From an optimization exercise on the open Yosys and OpenROAD flow, aimed at a short achievable clock period and few clock cycles per item; shortcuts taken in it are not production practice.
Where RTL was checked, it was by simulation tests only, not by an equivalence proof against the original.

==> 09-15: inputs <==
==> flow/design.v <==
module u2v2_packet_decoder (
    input  wire [111:0] frame,
    output wire         valid,
    output wire [63:0]  payload
);
    localparam [7:0] START     = 8'h02;
    localparam [7:0] END_MARK  = 8'h03;
    localparam [7:0] KEY_CONST = 8'h26;
    wire [7:0] b [0:13];
    genvar g;
    generate
        for (g = 0; g < 14; g = g + 1) begin : g_bytes
            assign b[g] = frame[111 - 8*g -: 8];
        end
    endgenerate
    wire [11:0] sum = b[1] + b[2] + b[3] + b[4] + b[5]
                    + b[6] + b[7] + b[8] + b[9] + b[10];
    wire [15:0] cksum = {b[11], b[12]};
    wire start_ok = (b[0] == START);
    wire end_ok   = (b[13] == END_MARK);
    wire sum_ok   = ({4'd0, sum} == cksum);
    assign valid = start_ok & end_ok & sum_ok;
    wire [7:0] key = b[1] ^ KEY_CONST;
    wire [63:0] decoded = {b[3] ^ key, b[4] ^ key, b[5] ^ key, b[6]  ^ key,
                           b[7] ^ key, b[8] ^ key, b[9] ^ key, b[10] ^ key};
    assign payload = valid ? decoded : 64'd0;
endmodule
module u2v2_framer (
    input  wire        clk,
    input  wire        rst,           
    input  wire        rd_req,
    input  wire        rd_cancel,
    output wire        busy,
    output wire        out_valid,
    output wire [63:0] out_payload,
    output wire        in_ready,
    input  wire        in_valid,
    input  wire [7:0]  in_data
);
    localparam [7:0] START     = 8'h02;
    localparam [7:0] END_MARK  = 8'h03;
    localparam [7:0] KEY_CONST = 8'h26;
    reg         busy_q;
    reg  [7:0]  h [1:12];      
    reg  [13:1] s_q;           
    reg  [11:0] sum_q;         
    reg         pre_ok_q;      
    reg         arm_q;         
    reg  [63:0] pay_q;         
    wire take = busy_q & ~rd_cancel & in_valid;
    wire fire = arm_q & ~rd_cancel & in_valid & (in_data == END_MARK);
    reg busy_d, pre_ok_d;
    always @* begin
        if (!busy_q)
            busy_d = rd_req;
        else
            busy_d = ~(fire | rd_cancel);
        pre_ok_d = take ? (~fire & s_q[12] & ({4'd0, sum_q} == {h[1], in_data})) : pre_ok_q;
    end
    integer k;
    always @(posedge clk) begin
        if (rst) begin
            busy_q   <= 1'b0;
            s_q      <= 13'd0;
            sum_q    <= 12'd0;
            pre_ok_q <= 1'b0;
            arm_q    <= 1'b0;
            for (k = 1; k <= 12; k = k + 1)
                h[k] <= 8'd0;
        end else begin
            busy_q   <= busy_d;
            pre_ok_q <= pre_ok_d;
            arm_q    <= busy_d & pre_ok_d;
            if (take) begin
                h[1] <= in_data;
                for (k = 2; k <= 12; k = k + 1)
                    h[k] <= h[k-1];
                s_q      <= fire ? 13'd0 : {s_q[12:1], in_data == START};
                sum_q    <= sum_q + {4'd0, h[1]} - {4'd0, h[11]};
                for (k = 0; k < 8; k = k + 1)
                    pay_q[63-8*k -: 8] <= h[9-k] ^ h[11] ^ KEY_CONST;
            end
        end
    end
    assign busy        = busy_q;
    assign in_ready    = busy_q & ~rd_cancel;
    assign out_valid   = fire;
    assign out_payload = pay_q;
endmodule
==> flow/flow/run.sh <==
#!/bin/bash
# Standard ORFS layout (the standard.sh, standard synthesis unchanged) with a
# stricter timing-repair target, free cell resizing, and a post-floorplan hook
# (remap.tcl) that rebuilds the out_valid port's logic cone with faster gates.
# Clock, SDC and all constraints are the design's.
set -euo pipefail
here="$(cd "$(dirname "$0")" && pwd)"
bash standard.sh SETUP_SLACK_MARGIN="${MARGIN:-5.6}" MATCH_CELL_FOOTPRINT=0 \
  POST_FLOORPLAN_TCL="$here/remap.tcl" finish > standard_make.log 2>&1
==> flow/flow/remap.tcl <==
# Post-floorplan hook: rebuild the logic cone that drives the out_valid port
#   out_valid = arm_q & in_valid & ~rd_cancel & (in_data == 8'h03)
# as three levels of fast 2-4 input gates instead of ABC's nor4-based mapping.
# The function is the same; only the out_valid port is moved to the new cone,
# the old cone keeps driving the internal logic.
set block [ord::get_db_block]
set db [ord::get_db]

proc remap_net {name} {
  set n [[ord::get_db_block] findNet $name]
  if {$n == "NULL"} { set n [odb::dbNet_create [ord::get_db_block] $name] }
  return $n
}
proc remap_cell {master name conns} {
  set m [[ord::get_db] findMaster $master]
  if {$m == "NULL"} { error "no master $master" }
  set inst [odb::dbInst_create [ord::get_db_block] $m $name]
  foreach {pin net} $conns {
    set it [$inst findITerm $pin]
    $it connect [remap_net $net]
  }
  return $inst
}

set ov [$block findNet out_valid]
set drivers {}
foreach it [$ov getITerms] {
  if {[$it isOutputSignal]} { lappend drivers $it }
}
if {[llength $drivers] != 1} { error "out_valid has [llength $drivers] drivers" }
set drv [lindex $drivers 0]
set drv_inst [$drv getInst]
$drv disconnect
# remove the old driver if nothing else reads it
set used 0
foreach it [$drv_inst getITerms] {
  if {[$it isOutputSignal] && [$it getNet] != "NULL"} { set used 1 }
}
if {!$used} { odb::dbInst_destroy $drv_inst }

remap_cell sky130_fd_sc_hd__nor2_2  ovr_p1 {A in_data[7] B in_data[6] Y ovr_p1}
remap_cell sky130_fd_sc_hd__nor2_2  ovr_p2 {A in_data[5] B in_data[4] Y ovr_p2}
remap_cell sky130_fd_sc_hd__nor2_2  ovr_p3 {A in_data[3] B in_data[2] Y ovr_p3}
remap_cell sky130_fd_sc_hd__nor2b_2 ovr_p4 {A rd_cancel B_N arm_q Y ovr_p4}
remap_cell sky130_fd_sc_hd__nand4_2 ovr_z  {A ovr_p1 B ovr_p2 C ovr_p3 D ovr_p4 Y ovr_z}
remap_cell sky130_fd_sc_hd__nand3_2 ovr_w  {A in_data[1] B in_data[0] C in_valid Y ovr_w}
remap_cell sky130_fd_sc_hd__nor2_4  ovr_o  {A ovr_z B ovr_w Y out_valid}
puts "remap: out_valid cone rebuilt"
==> flow/standard.sh <==
#!/bin/bash
# synth_recipe.tcl (not shown) runs the flow's synth.tcl, then flattens the netlist and writes it again
# the make line also repeats each setting of config.mk as NAME=value (left out here)
make -C /OpenROAD-flow-scripts/flow DESIGN_CONFIG=/design/flow/config.mk WORK_HOME=/design/flow/orfs CLKGATE_MAP_FILE= SYNTH_SCRIPT=/design/flow/synth_recipe.tcl "${@:-finish}"
==> flow/config.mk <==
export PLATFORM = sky130hd
export DESIGN_NAME = u2v2_framer
export DESIGN_NICKNAME = u2v2_framer
export VERILOG_FILES = /design/flow/design.v
export SDC_FILE = /design/flow/constraint.sdc
export NUM_CORES = 4
export LEC_CHECK = 0
export ABC_CLOCK_PERIOD_IN_PS = 3500
export CAP_MARGIN = 20
export CORE_MARGIN = 2
export CORE_UTILIZATION = 50
export PLACE_DENSITY = 0.65
export SETUP_SLACK_MARGIN = 5
export SLEW_MARGIN = 20
==> flow/constraint.sdc <==
create_clock -name core_clock -period 9.0 [get_ports {clk}]
set_input_delay 1.8000 -clock core_clock [delete_from_list [all_inputs] [get_ports {clk}]]
set_output_delay 1.8000 -clock core_clock [all_outputs]
set_load 0.01 [all_outputs]
==> 01-16: changes against 09-15 <==
==> flow/design.v, changed modules only <==
module u2v2_framer (
    input  wire        clk,
    input  wire        rst,           
    input  wire        rd_req,
    input  wire        rd_cancel,
    output wire        busy,
    output wire        out_valid,
    output wire [63:0] out_payload,
    output wire        in_ready,
    input  wire        in_valid,
    input  wire [7:0]  in_data
);
    localparam [7:0] START     = 8'h02;
    localparam [7:0] END_MARK  = 8'h03;
    localparam [7:0] KEY_CONST = 8'h26;
    reg         busy_q;
    reg         due_q;         
    reg         rdy_q;         
    reg         ov_q;          
    reg  [7:0]  h [1:12];      
    reg  [13:1] s_q;           
    reg  [11:0] sum_q;         
    reg         pre_ok_q;      
    reg  [63:0] pay_q;         
    wire take = rdy_q & ~rd_cancel & in_valid;
    wire fire = take & pre_ok_q & (in_data == END_MARK);
    reg busy_d, due_d;
    always @* begin
        if (!busy_q)
            busy_d = rd_req;
        else
            busy_d = ~(ov_q | rd_cancel);
        due_d = (due_q & ~(ov_q & busy_q)) | fire;
    end
    integer k;
    always @(posedge clk) begin
        if (rst) begin
            busy_q   <= 1'b0;
            due_q    <= 1'b0;
            rdy_q    <= 1'b0;
            ov_q     <= 1'b0;
            s_q      <= 13'd0;
            sum_q    <= 12'd0;
            pre_ok_q <= 1'b0;
            for (k = 1; k <= 12; k = k + 1)
                h[k] <= 8'd0;
        end else begin
            busy_q <= busy_d;
            due_q  <= due_d;
            rdy_q  <= busy_d & ~due_d;
            ov_q   <= busy_d & due_d;
            if (take) begin
                h[1] <= in_data;
                for (k = 2; k <= 12; k = k + 1)
                    h[k] <= h[k-1];
                s_q      <= fire ? 13'd0 : {s_q[12:1], in_data == START};
                sum_q    <= sum_q + {4'd0, h[1]} - {4'd0, h[11]};
                pre_ok_q <= ~fire & s_q[12] & ({4'd0, sum_q} == {h[1], in_data});
                if (!fire)
                    for (k = 0; k < 8; k = k + 1)
                        pay_q[63-8*k -: 8] <= h[9-k] ^ h[11] ^ KEY_CONST;
            end
        end
    end
    assign busy        = busy_q;
    assign in_ready    = rdy_q & ~rd_cancel;
    assign out_valid   = ov_q;
    assign out_payload = pay_q;
endmodule
==> flow/flow/run.sh (replaced) <==
#!/bin/bash
# Standard ORFS layout (the standard.sh, standard synthesis unchanged) with a
# stricter timing-repair target and free cell resizing. Clock, SDC and all
# constraints are the design's; only how hard repair_timing works changes.
set -euo pipefail
bash standard.sh SETUP_SLACK_MARGIN="${MARGIN:-5.6}" MATCH_CELL_FOOTPRINT=0 finish > standard_make.log 2>&1
removed: flow/flow/remap.tcl
==> reports/metrics.csv <==
metric,value,unit
routed-via-count,5180,
yosys.area_share.adder,0.0420,
sw_frac_of_total,0.212,
outcome,finished clean,
max_clock_freq,256,MHz
seq_share,0.473,
(the above is from 01-16)
==> reports/metrics.csv <==
metric,value,unit
max_clock_freq,241,MHz
sw_frac_of_total,0.218,
outcome,finished clean,
seq_share,0.474,
(the above is from 09-15)
Testbench counts of 01-16, summed over its fixed seeds: cycles 17,366, items 960.
Function not checked in 09-15: the RTL went through the layout flow alone.

port drivers added, routing unchanged:
How much do the figures lean on ideal ports? The routed layouts below were timed once more, with nothing changed but the port constraints. Step 1: set_driving_cell puts a clkbuf_16 on clk and a buf_2 on each other input, an assumption about the parent block. Step 2 adds t to the input delays and takes it off the output delays; t is the mean of the earliest and latest rising clock arrival at the registers after step 1. Input paths then give back, and output paths get back, about the clock's delay inside the block. Three values: no drivers, after step 1, after step 2; two values: the first two.
run | t, ns | slack for setup (ns) | worst data-port slew with drivers (ns) | cell pins on the clock port's net
09-15 | 0.469 | 4.857 / 4.814 / 4.814 | 0.05 | 1
01-16 | 0.465 | 5.088 / 5.049 / 5.049 | 0.05 | 1
After both steps every run listed still meets setup and hold. The setup slack of 09-15, which loses most, moves by -0.043 ns with the drivers and by -0.043 ns with both steps.
